Context: an optimization exercise on an open-source flow, tuned for small area and a short achievable clock period. The choices shown serve that exercise and are no tape-out recipe. RTL that was checked went through simulation tests only; none was proved equivalent to the original. The clock port is modelled as an ideal driver, which makes a skipped or thinned clock tree look cheaper than it is; a real chip needs a root buffer or a tree. Power is estimated from default activity; no workload was simulated.

Setup of JK:
==> flow/design.v <==
module kojisan_scale (
    input  wire        clk,
    input  wire        rst,
    input  wire        in_valid,
    input  wire        in_sel,
    input  wire [15:0] in_raw,
    output reg         out_valid,
    output reg         out_sel,
    output reg  [31:0] out_q
);
    function automatic [31:0] bkadd(input [31:0] a, input [31:0] b, input cin);
        reg [31:0] g, p, x;
        integer l, i;
        begin
            x = a ^ b;
            g = a & b;
            p = x;
            g[0] = g[0] | (p[0] & cin);
            for (l = 0; l < 5; l = l + 1)
                for (i = 0; i < 32; i = i + 1)
                    if ((i % (2 << l)) == (2 << l) - 1) begin
                        g[i] = g[i] | (p[i] & g[i - (1 << l)]);
                        p[i] = p[i] & p[i - (1 << l)];
                    end
            for (l = 3; l >= 0; l = l - 1)
                for (i = 0; i < 32; i = i + 1)
                    if (i >= (3 << l) - 1 && (i % (2 << l)) == (1 << l) - 1) begin
                        g[i] = g[i] | (p[i] & g[i - (1 << l)]);
                        p[i] = p[i] & p[i - (1 << l)];
                    end
            bkadd = x ^ {g[30:0], cin};
        end
    endfunction
    function automatic [63:0] bkadd64(input [63:0] a, input [63:0] b, input cin);
        reg [63:0] g, p, x;
        integer l, i;
        begin
            x = a ^ b;
            g = a & b;
            p = x;
            g[0] = g[0] | (p[0] & cin);
            for (l = 0; l < 6; l = l + 1)
                for (i = 0; i < 64; i = i + 1)
                    if ((i % (2 << l)) == (2 << l) - 1) begin
                        g[i] = g[i] | (p[i] & g[i - (1 << l)]);
                        p[i] = p[i] & p[i - (1 << l)];
                    end
            for (l = 4; l >= 0; l = l - 1)
                for (i = 0; i < 64; i = i + 1)
                    if (i >= (3 << l) - 1 && (i % (2 << l)) == (1 << l) - 1) begin
                        g[i] = g[i] | (p[i] & g[i - (1 << l)]);
                        p[i] = p[i] & p[i - (1 << l)];
                    end
            bkadd64 = x ^ {g[62:0], cin};
        end
    endfunction
    reg [15:0] r1; reg s1, v1;
    reg [20:0] p2; reg s2, v2;
    reg [23:0] n3; reg s3, v3;
    wire [20:0] p25 = {1'b0, r1, 4'b0000} + {2'b00, r1, 3'b000} + {5'b00000, r1};
    wire [31:0] pp  = {11'd0, p2};
    wire [31:0] n   = bkadd(pp << 3, ~(s2 ? pp << 2 : pp), 1'b1);
    wire [63:0] w   = bkadd64({23'd0, 1'b0, n3, 8'h01, n3[23:16]},
                              {23'd0, s3 ? 9'h000 : 9'h1D3, 8'h00, n3}, 1'b0);
    always @(posedge clk) begin
        if (rst) begin v1 <= 1'b0; v2 <= 1'b0; v3 <= 1'b0; out_valid <= 1'b0; end
        else begin v1 <= in_valid; v2 <= v1; v3 <= v2; out_valid <= v3; end
        r1 <= in_raw; s1 <= in_sel;
        p2 <= p25;       s2 <= s1;
        n3 <= n[23:0];   s3 <= s2;
        out_q <= w[40:9]; out_sel <= s3;
    end
endmodule
export LEC_CHECK = 0
export CAP_MARGIN = 20
export CORE_MARGIN = 2
export CORE_UTILIZATION = 40
export CTS_BUF_LIST = sky130_fd_sc_hd__clkbuf_8
export CTS_CLUSTER_DIAMETER = 100
export CTS_CLUSTER_SIZE = 40
export SLEW_MARGIN = 20
create_clock -name core_clock -period 10.0 [get_ports {clk}]
standard.sh (not shown) runs the stock make flow with config.mk's settings and CLKGATE_MAP_FILE= SYNTH_SCRIPT=/design/flow/synth_recipe.tcl, a recipe that flattens the netlist after the stock synthesis.
==> flow/flow/run.sh <==
#!/bin/bash
set -euo pipefail
export BUFFER_PORTS_ARGS="-buffer_cell sky130_fd_sc_hd__buf_1"
export SETUP_SLACK_MARGIN=7.1
bash standard.sh finish > standard_flow.log 2>&1
Inputs modified between JK and AL:
-- flow/flow/run.sh --
<<< JK, line 4
export SETUP_SLACK_MARGIN=7.1
>>> AL, line 4
Findings:
- The final layout from JK, which completed every stage, passed the timing, design-rule and antenna checks at the end of the flow.
- AL: done, clean on timing, DRC and antenna
- Relative contribution of the clock network to total power, AL and JK: lower on JK
- Summary of AL over JK: total area of multi-input combinational cells has decreased, final routed wirelength across all metal layers has decreased.
Function was not checked in any run of this note: the RTL went through the layout flow alone.

* * *

11-11:
Another version of the RTL of kojisan_scale (not shown whole).
Size: about 100 flip-flops, ~54 I/O pins.
export LEC_CHECK = 0
export CAP_MARGIN = 20
export CORE_MARGIN = 2
export CORE_UTILIZATION = 40
export SLEW_MARGIN = 20
create_clock -name core_clock -period 10.0 [get_ports {clk}]
==> flow/flow/run.sh <==
#!/bin/bash
set -euo pipefail
export BUFFER_PORTS_ARGS="-buffer_cell sky130_fd_sc_hd__buf_1"
export CTS_ARGS="-sink_clustering_enable -sink_clustering_size 150 -sink_clustering_max_diameter 1000 -buf_list sky130_fd_sc_hd__clkbuf_16 -root_buf sky130_fd_sc_hd__clkbuf_16 -repair_clock_nets"
bash standard.sh finish > standard_flow.log 2>&1
The final layout from 11-11, which completed every stage, passed the timing, design-rule and antenna checks at the end of the flow.
Setup changes, 11-11 to 05-23
- CORE_UTILIZATION changed from 40 to 60
==> flow/flow/run.sh <==
#!/bin/bash
set -euo pipefail
export BUFFER_PORTS_ARGS="-buffer_cell sky130_fd_sc_hd__buf_1"
bash standard.sh finish > standard_flow.log 2>&1
==> comparison <==
[compare] base=11-11 new=05-23: post-layout minimum cycle time climbed 0.031 ns; post-detailed-placement half-perimeter wirelength decreased about 4%; wire length of the first global-routing pass decreased 860 um; global-route track usage on met1 now larger. Combinational power delta (05-23 -> 11-11): insignificant. Relative to 11-11, the length of routed wiring on met1 of 05-23 is lower by about 4%. Maximum vdd ir drop | 05-23 below 11-11. Total instance count after detailed placement, 05-23 and 11-11, higher one = 11-11. Taking 11-11 as the reference, in 05-23 maximum root-to-sink buffer count was more or less identical, placement-stage worst setup slack lower, total power shows a reduction of 4.9%.

* * *

## wip/maple
Another version of the RTL of kojisan_scale (not shown whole).
Size in the first run: ~460 cells after synthesis, ~54 I/O pins, roughly 4900 µm² of cells after synthesis.
Design kojisan_scale, start of the top module:
module kojisan_scale (
    input  wire        clk,
    input  wire        rst,
    input  wire        in_valid,
    input  wire        in_sel,
    input  wire [15:0] in_raw,
    output reg         out_valid,
    output reg         out_sel,
    output reg  [31:0] out_q
);
    function automatic [31:0] skadd(input [31:0] a, input [31:0] b, input cin);
        reg [31:0] g, p, x;
        integer l, i;
        begin
            x = a ^ b;
            g = a & b;
            p = x;
            g[0] = g[0] | (p[0] & cin);
            for (l = 0; l < 5; l = l + 1)
                for (i = 0; i < 32; i = i + 1)
                    if (((i >> l) & 1) == 1) begin
                        g[i] = g[i] | (p[i] & g[((i >> l) << l) - 1]);
                        p[i] = p[i] & p[((i >> l) << l) - 1];
                    end
            skadd = x ^ {g[30:0], cin};
        end
    endfunction
    function automatic [63:0] bkadd64(input [63:0] a, input [63:0] b, input cin);
        reg [63:0] g, p, x;
        integer l, i;
        begin
            x = a ^ b;
            g = a & b;
            p = x;
            g[0] = g[0] | (p[0] & cin);
            for (l = 0; l < 6; l = l + 1)
                for (i = 0; i < 64; i = i + 1)
                    if ((i % (2 << l)) == (2 << l) - 1) begin
                        g[i] = g[i] | (p[i] & g[i - (1 << l)]);
                        p[i] = p[i] & p[i - (1 << l)];
                    end
            for (l = 4; l >= 0; l = l - 1)
                for (i = 0; i < 64; i = i + 1)
                    if (i >= (3 << l) - 1 && (i % (2 << l)) == (1 << l) - 1) begin
                        g[i] = g[i] | (p[i] & g[i - (1 << l)]);
                        p[i] = p[i] & p[i - (1 << l)];
                    end
            bkadd64 = x ^ {g[62:0], cin};
        end
    endfunction
    reg [15:0] r1; reg s1, v1;
    reg [18:0] a2; reg s2, v2;
    reg [23:0] n3; reg s3, v3;
    wire [31:0] rr  = {16'd0, r1};
    wire [31:0] a   = skadd(rr << 3, ~rr, 1'b1);
    wire [18:0] am  = s1 ? {1'b0, r1, 2'b00} : a[18:0];
    wire [23:0] n   = {1'b0, a2, 4'b0000} + {2'b00, a2, 3'b000} + {5'b00000, a2};
    wire [63:0] w   = bkadd64({23'd0, 1'b0, n3, 8'h01, n3[23:16]},
  ...
==> flow/config.mk <==
export PLATFORM = sky130hd
export DESIGN_NAME = kojisan_scale
export DESIGN_NICKNAME = kojisan_scale
export VERILOG_FILES = /design/flow/design.v
export SDC_FILE = /design/flow/constraint.sdc
export NUM_CORES = 4
export LEC_CHECK = 0
export CAP_MARGIN = 20
export CORE_MARGIN = 2
export CORE_UTILIZATION = 40
export CTS_BUF_LIST = sky130_fd_sc_hd__clkbuf_8
export CTS_CLUSTER_DIAMETER = 100
export CTS_CLUSTER_SIZE = 40
export SLEW_MARGIN = 20
==> flow/constraint.sdc <==
create_clock -name core_clock -period 10.0 [get_ports {clk}]
set_input_delay 2.0000 -clock core_clock [delete_from_list [all_inputs] [get_ports {clk}]]
set_output_delay 2.0000 -clock core_clock [all_outputs]
set_load 0.01 [all_outputs]
==> flow/flow/run.sh <==
#!/bin/bash
set -euo pipefail
export BUFFER_PORTS_ARGS="-buffer_cell sky130_fd_sc_hd__buf_1"
export SETUP_SLACK_MARGIN=7.35
bash standard.sh cts > standard_to_cts.log 2>&1
openroad -no_init -exit flow/clktree.tcl > clktree.log 2>&1
bash standard.sh finish > standard_finish.log 2>&1
Other scripts of this flow, unchanged in this note and not shown: flow/flow/clktree.tcl
wip/maple: full flow OK, the timing, design-rule and antenna checks passed
Edits applied to the flow inputs when going from wip/maple to wip/xenon:
Settings: clearing CTS_BUF_LIST, which used to be sky130_fd_sc_hd__clkbuf_8; clearing CTS_CLUSTER_DIAMETER, which used to be 100; swapping 40 for 60 in CORE_UTILIZATION; clearing CTS_CLUSTER_SIZE, which used to be 40.
--- a/flow/flow/run.sh
+++ b/flow/flow/run.sh
@@ -3,3 +3,4 @@
 export BUFFER_PORTS_ARGS="-buffer_cell sky130_fd_sc_hd__buf_1"
-export SETUP_SLACK_MARGIN=7.35
+export SETUP_SLACK_MARGIN=7.2
+export SKIP_CTS_REPAIR_TIMING=1
 bash standard.sh cts > standard_to_cts.log 2>&1
--- outcome ---
wip/xenon vs. wip/maple: static power due to leakage went down by 0.12 nW. Summary: with wip/maple as the reference, chip width in wip/xenon moved down by more than 10%. Portion of total power attributed to the clock network: lower on wip/maple. Diff wip/maple -> wip/xenon: combinational share of power now sits lower; worst setup slack now sits lower; first-pass GRT wire length now sits lower; area of placed instances now sits lower; routed via count now sits higher. Where final hold slack is concerned, wip/maple is better than wip/xenon. The class of the most critical setup path comes out reg -> reg in one run and reg -> out in the other, namely in wip/xenon and wip/maple respectively. Fraction of power consumed by sequential logic (lower): wip/maple. Relative to wip/maple, the register-to-register slack of wip/xenon is lower by 170 ps.
The following lists how wip/sierra was set up differently from wip/xenon:
Settings: an added CTS_CLUSTER_DIAMETER of 100; an added CTS_CLUSTER_SIZE of 40; an added CTS_BUF_LIST of sky130_fd_sc_hd__clkbuf_8; a change of CORE_UTILIZATION from 60 to 40.
--- a/flow/flow/run.sh
+++ b/flow/flow/run.sh
@@ -3,4 +3,3 @@
 export BUFFER_PORTS_ARGS="-buffer_cell sky130_fd_sc_hd__buf_1"
-export SETUP_SLACK_MARGIN=7.2
-export SKIP_CTS_REPAIR_TIMING=1
+export SETUP_SLACK_MARGIN=7.25
 bash standard.sh cts > standard_to_cts.log 2>&1
Notes after the runs:
Fmax: wip/sierra higher than wip/xenon
wip/sierra reports a lower total via count after detailed routing than wip/xenon does.
In summary, wip/sierra completed successfully, with a layout that passed the timing, design-rule and antenna checks.
Delta (wip/sierra minus wip/xenon): switching power total moved up, final routed wire length divided by cell count moved up, proportion of cell area occupied by registers moved down.
Post-placement setup slack ended up 24 ps lower on wip/sierra than on wip/xenon.
STATUS worst setup slack: wip/sierra wins against wip/xenon
Against wip/xenon, the final cell area of wip/sierra is higher.
For wip/nickel, these inputs were changed with respect to wip/sierra:
Settings: removing CTS_CLUSTER_DIAMETER (formerly 100); removing CTS_CLUSTER_SIZE (formerly 40); changing CORE_UTILIZATION from 40 to 50; removing CTS_BUF_LIST (formerly sky130_fd_sc_hd__clkbuf_8).
--- a/flow/flow/run.sh
+++ b/flow/flow/run.sh
@@ -3,3 +3,4 @@
 export BUFFER_PORTS_ARGS="-buffer_cell sky130_fd_sc_hd__buf_1"
-export SETUP_SLACK_MARGIN=7.25
+export SETUP_SLACK_MARGIN=7.3
+export SKIP_CTS_REPAIR_TIMING=1
 bash standard.sh cts > standard_to_cts.log 2>&1
Findings:
Wire length of the first global-routing pass (wip/sierra / wip/nickel): 1.05. wip/nickel vs wip/sierra: number of filler instances in the final layout down by more than a quarter. Cmp wip/nickel and wip/sierra / routed wire length / higher: wip/sierra. Cell count: wip/nickel lower than wip/sierra. Horizontal die dimension ends up lower on wip/nickel. [compare] base=wip/sierra new=wip/nickel: clock skew moved down, end-of-flow core utilization went up.
Relative to wip/nickel, the following input files were edited for wip/yarrow:
Settings: swapping 50 for 40 in CORE_UTILIZATION; putting PLACE_DENSITY at 0.75 where nothing was set.
Lower worst voltage drop across the vdd grid goes to wip/yarrow over wip/nickel.
wip/nickel -> wip/yarrow: first-iteration DRC count increased by more than 10%
Diff wip/nickel -> wip/yarrow: worst setup slack before clock tree synthesis did not really move; fraction of power consumed by the clock network held.
As of wip/yarrow, sequential power had risen slightly compared to wip/nickel.
[inputs] wip/ember vs wip/yarrow
Settings: a deleted PLACE_DENSITY that had been 0.75; a change of CORE_UTILIZATION from 40 to 60.
--- a/flow/flow/run.sh
+++ b/flow/flow/run.sh
@@ -3,3 +3,3 @@
 export BUFFER_PORTS_ARGS="-buffer_cell sky130_fd_sc_hd__buf_1"
-export SETUP_SLACK_MARGIN=7.3
+export SETUP_SLACK_MARGIN=7.35
 export SKIP_CTS_REPAIR_TIMING=1
[summary]
- | final instance area | wip/ember vs wip/yarrow | ≈ equal |
- Arrival time at the worst endpoint, wip/ember and wip/yarrow: lower on wip/ember
- wip/ember improves on wip/yarrow in clock period minus worst slack.
- Changes observed in wip/ember relative to wip/yarrow: setup slack of the critical path after layout went up 25 ps; slew of the pin with the lowest slew margin went up 56 ps; number of antenna violations at the first check in global routing held; placed standard-cell area went down 53 µm²; global-route usage went up 5.0 points.
No run of this note takes its clock network from TritonCTS; it comes from the design's own scripts or RTL.

* * *

== red ==
kojisan_scale again, from the RTL that the note above started with.
==> flow/config.mk <==
export PLATFORM = sky130hd
export DESIGN_NAME = kojisan_scale
export DESIGN_NICKNAME = kojisan_scale
export VERILOG_FILES = /design/flow/design.v
export SDC_FILE = /design/flow/constraint.sdc
export NUM_CORES = 4
export LEC_CHECK = 0
export CAP_MARGIN = 20
export CORE_MARGIN = 2
export CORE_UTILIZATION = 60
export SLEW_MARGIN = 20
==> flow/constraint.sdc <==
create_clock -name core_clock -period 10.0 [get_ports {clk}]
set_input_delay 2.0000 -clock core_clock [delete_from_list [all_inputs] [get_ports {clk}]]
set_output_delay 2.0000 -clock core_clock [all_outputs]
set_load 0.01 [all_outputs]
==> flow/flow/run.sh <==
#!/bin/bash
set -euo pipefail
export BUFFER_PORTS_ARGS="-buffer_cell sky130_fd_sc_hd__buf_1"
export SETUP_SLACK_MARGIN=7.35
bash standard.sh cts > standard_to_cts.log 2>&1
openroad -no_init -exit flow/clktree.tcl > clktree.log 2>&1
bash standard.sh finish > standard_finish.log 2>&1
Other scripts of this flow, unchanged in this note and not shown: flow/flow/clktree.tcl
red | status: complete | timing, DRC, antenna: pass
Setup changes, red to blue
==> flow/flow/run.sh <==
#!/bin/bash
set -euo pipefail
export BUFFER_PORTS_ARGS="-buffer_cell sky130_fd_sc_hd__buf_1"
export SETUP_SLACK_MARGIN=7.3
export SKIP_CTS_REPAIR_TIMING=1
bash standard.sh cts > standard_to_cts.log 2>&1
openroad -no_init -exit flow/clktree.tcl > clktree.log 2>&1
bash standard.sh finish > standard_finish.log 2>&1
-- flow/config.mk --
<<< red, line 9
export CORE_MARGIN = 2
export CORE_UTILIZATION = 60
export SLEW_MARGIN = 20
>>> blue, line 9
export CORE_MARGIN = 2
export CORE_UTILIZATION = 40
export GPL_TIMING_DRIVEN = 0
export SLEW_MARGIN = 20
### Flow results
blue vs. red: clock-pin slew of the registers on the worst-case setup and hold paths roughly the same; signed area change from the synthesized netlist to the final layout moved up; clock power share comparable. blue vs red — area of the multi-input gates rose 1.5%.
Inputs modified between blue and green:
-- flow/flow/run.sh --
<<< blue, line 3
export BUFFER_PORTS_ARGS="-buffer_cell sky130_fd_sc_hd__buf_1"
export SETUP_SLACK_MARGIN=7.3
export SKIP_CTS_REPAIR_TIMING=1
>>> green, line 3
export BUFFER_PORTS_ARGS="-buffer_cell sky130_fd_sc_hd__buf_1"
export SETUP_SLACK_MARGIN=7.4
export SKIP_CTS_REPAIR_TIMING=1
-- flow/config.mk --
<<< blue, line 9
export CORE_MARGIN = 2
export CORE_UTILIZATION = 40
export GPL_TIMING_DRIVEN = 0
export SLEW_MARGIN = 20
>>> green, line 9
export CORE_MARGIN = 2
export CORE_UTILIZATION = 60
export SLEW_MARGIN = 20
Notes after the runs:
- Changes observed in green relative to blue: reported sequential group power climbed 3.7%, footprint of the flip-flops and latches climbed 0.93%, total die area dropped 32%.
- | sum of routed wire segments on met1 | green vs blue | 6.6% lower |
- Internal power (green over blue): increase, about 9%
- Delta(share of the clock period used by the worst path after layout, green - blue) < 0
- Compare green and blue | routed wire length higher: blue
- [compare] base=blue new=green: proportion of power drawn by the clock network now sits lower; total power of the final layout increased about 7%.
Input changes introduced in orange (baseline for comparison: green):
-- flow/flow/run.sh --
<<< green, line 3
export BUFFER_PORTS_ARGS="-buffer_cell sky130_fd_sc_hd__buf_1"
export SETUP_SLACK_MARGIN=7.4
export SKIP_CTS_REPAIR_TIMING=1
>>> orange, line 3
export BUFFER_PORTS_ARGS="-buffer_cell sky130_fd_sc_hd__buf_1"
export SETUP_SLACK_MARGIN=7.3
export SKIP_CTS_REPAIR_TIMING=1
Comparing the two runs side by side, orange comes out ahead of green on design area.
Cmp orange and green / share of final-layout standard cells stronger than drive strength 1 / higher: green
On final routed wirelength across all metal layers, orange does better than green.
diff inputs: orange => purple
-- flow/config.mk --
<<< orange, line 9
export CORE_MARGIN = 2
export CORE_UTILIZATION = 60
export SLEW_MARGIN = 20
>>> purple, line 9
export CORE_MARGIN = 2
export CORE_UTILIZATION = 40
export SLEW_MARGIN = 20
Layout multi-input combinational cell count: purple vs orange — no meaningful difference. Diff orange and purple: total internal power higher in orange. Re synthesized cell count: no difference whatsoever between orange and purple. [compare] base=orange new=purple: post-synthesis cell type count comparable, overall die area climbed about 50%. Compare orange and purple | transition at the pin with the smallest max-transition slack lower: purple. Sequential share of layout area | purple below orange. Changes observed in purple relative to orange: cell area neither gained nor lost much; worst setup slack shrank by 0.010 ns; multi-input combinational area share went down.
In every run of this note, the design's own scripts or RTL, not TritonCTS, make the clock network.

## re-timing with driven ports
No port has a modelled driver above. Below, the same layouts with a new extraction and two added sets of constraints. Step 1 sets driving cells, clkbuf_16 on the clock port and buf_2 on the other inputs (assumed; they add their load-dependent delay and slew). Step 2, shift: input delay + t, output delay - t, t = (earliest + latest rising clock arrival at the registers) / 2. This alone moves slack from input paths to output paths. Slacks: ideal / step 1 / step 2; pairs: ideal / step 1.
run | shift t [ns] | setup slack, ns | worst setup path at the end | slew at the worst register clock pin (ns)
JK | 0.402 | 7.110 / 7.111 / 7.111 | register to register | 0.10 / 0.10
AL | 0.410 | 6.878 / 6.878 / 6.878 | register to register | 0.10 / 0.10
11-11 | 0.385 | 7.008 / 7.008 / 7.008 | register to register | 0.07 / 0.07
05-23 | 0.398 | 6.978 / 6.978 / 6.978 | register to register | 0.11 / 0.11
wip/maple | 0.239 | 7.396 / 7.310 / 7.430 | register to register | 0.09 / 0.09
wip/xenon | 0.232 | 7.261 / 7.261 / 7.261 | register to register | 0.09 / 0.09
wip/sierra | 0.238 | 7.340 / 7.311 / 7.340 | register to register | 0.09 / 0.09
wip/nickel | 0.233 | 7.286 / 7.284 / 7.286 | register to register | 0.09 / 0.09
wip/yarrow | 0.238 | 7.346 / 7.275 / 7.346 | register to register | 0.10 / 0.10
wip/ember | 0.232 | 7.371 / 7.292 / 7.426 | register to register | 0.09 / 0.09
red | 0.232 | 7.355 / 7.320 / 7.355 | register to register | 0.09 / 0.09
blue | 0.235 | 7.371 / 7.287 / 7.387 | register to register | 0.09 / 0.09
green | 0.232 | 7.401 / 7.322 / 7.423 | register to register | 0.09 / 0.09
orange | 0.231 | 7.374 / 7.295 / 7.421 | register to register | 0.09 / 0.09
purple | 0.238 | 7.363 / 7.278 / 7.403 | register to register | 0.09 / 0.09
After both steps every run listed still meets setup and hold.
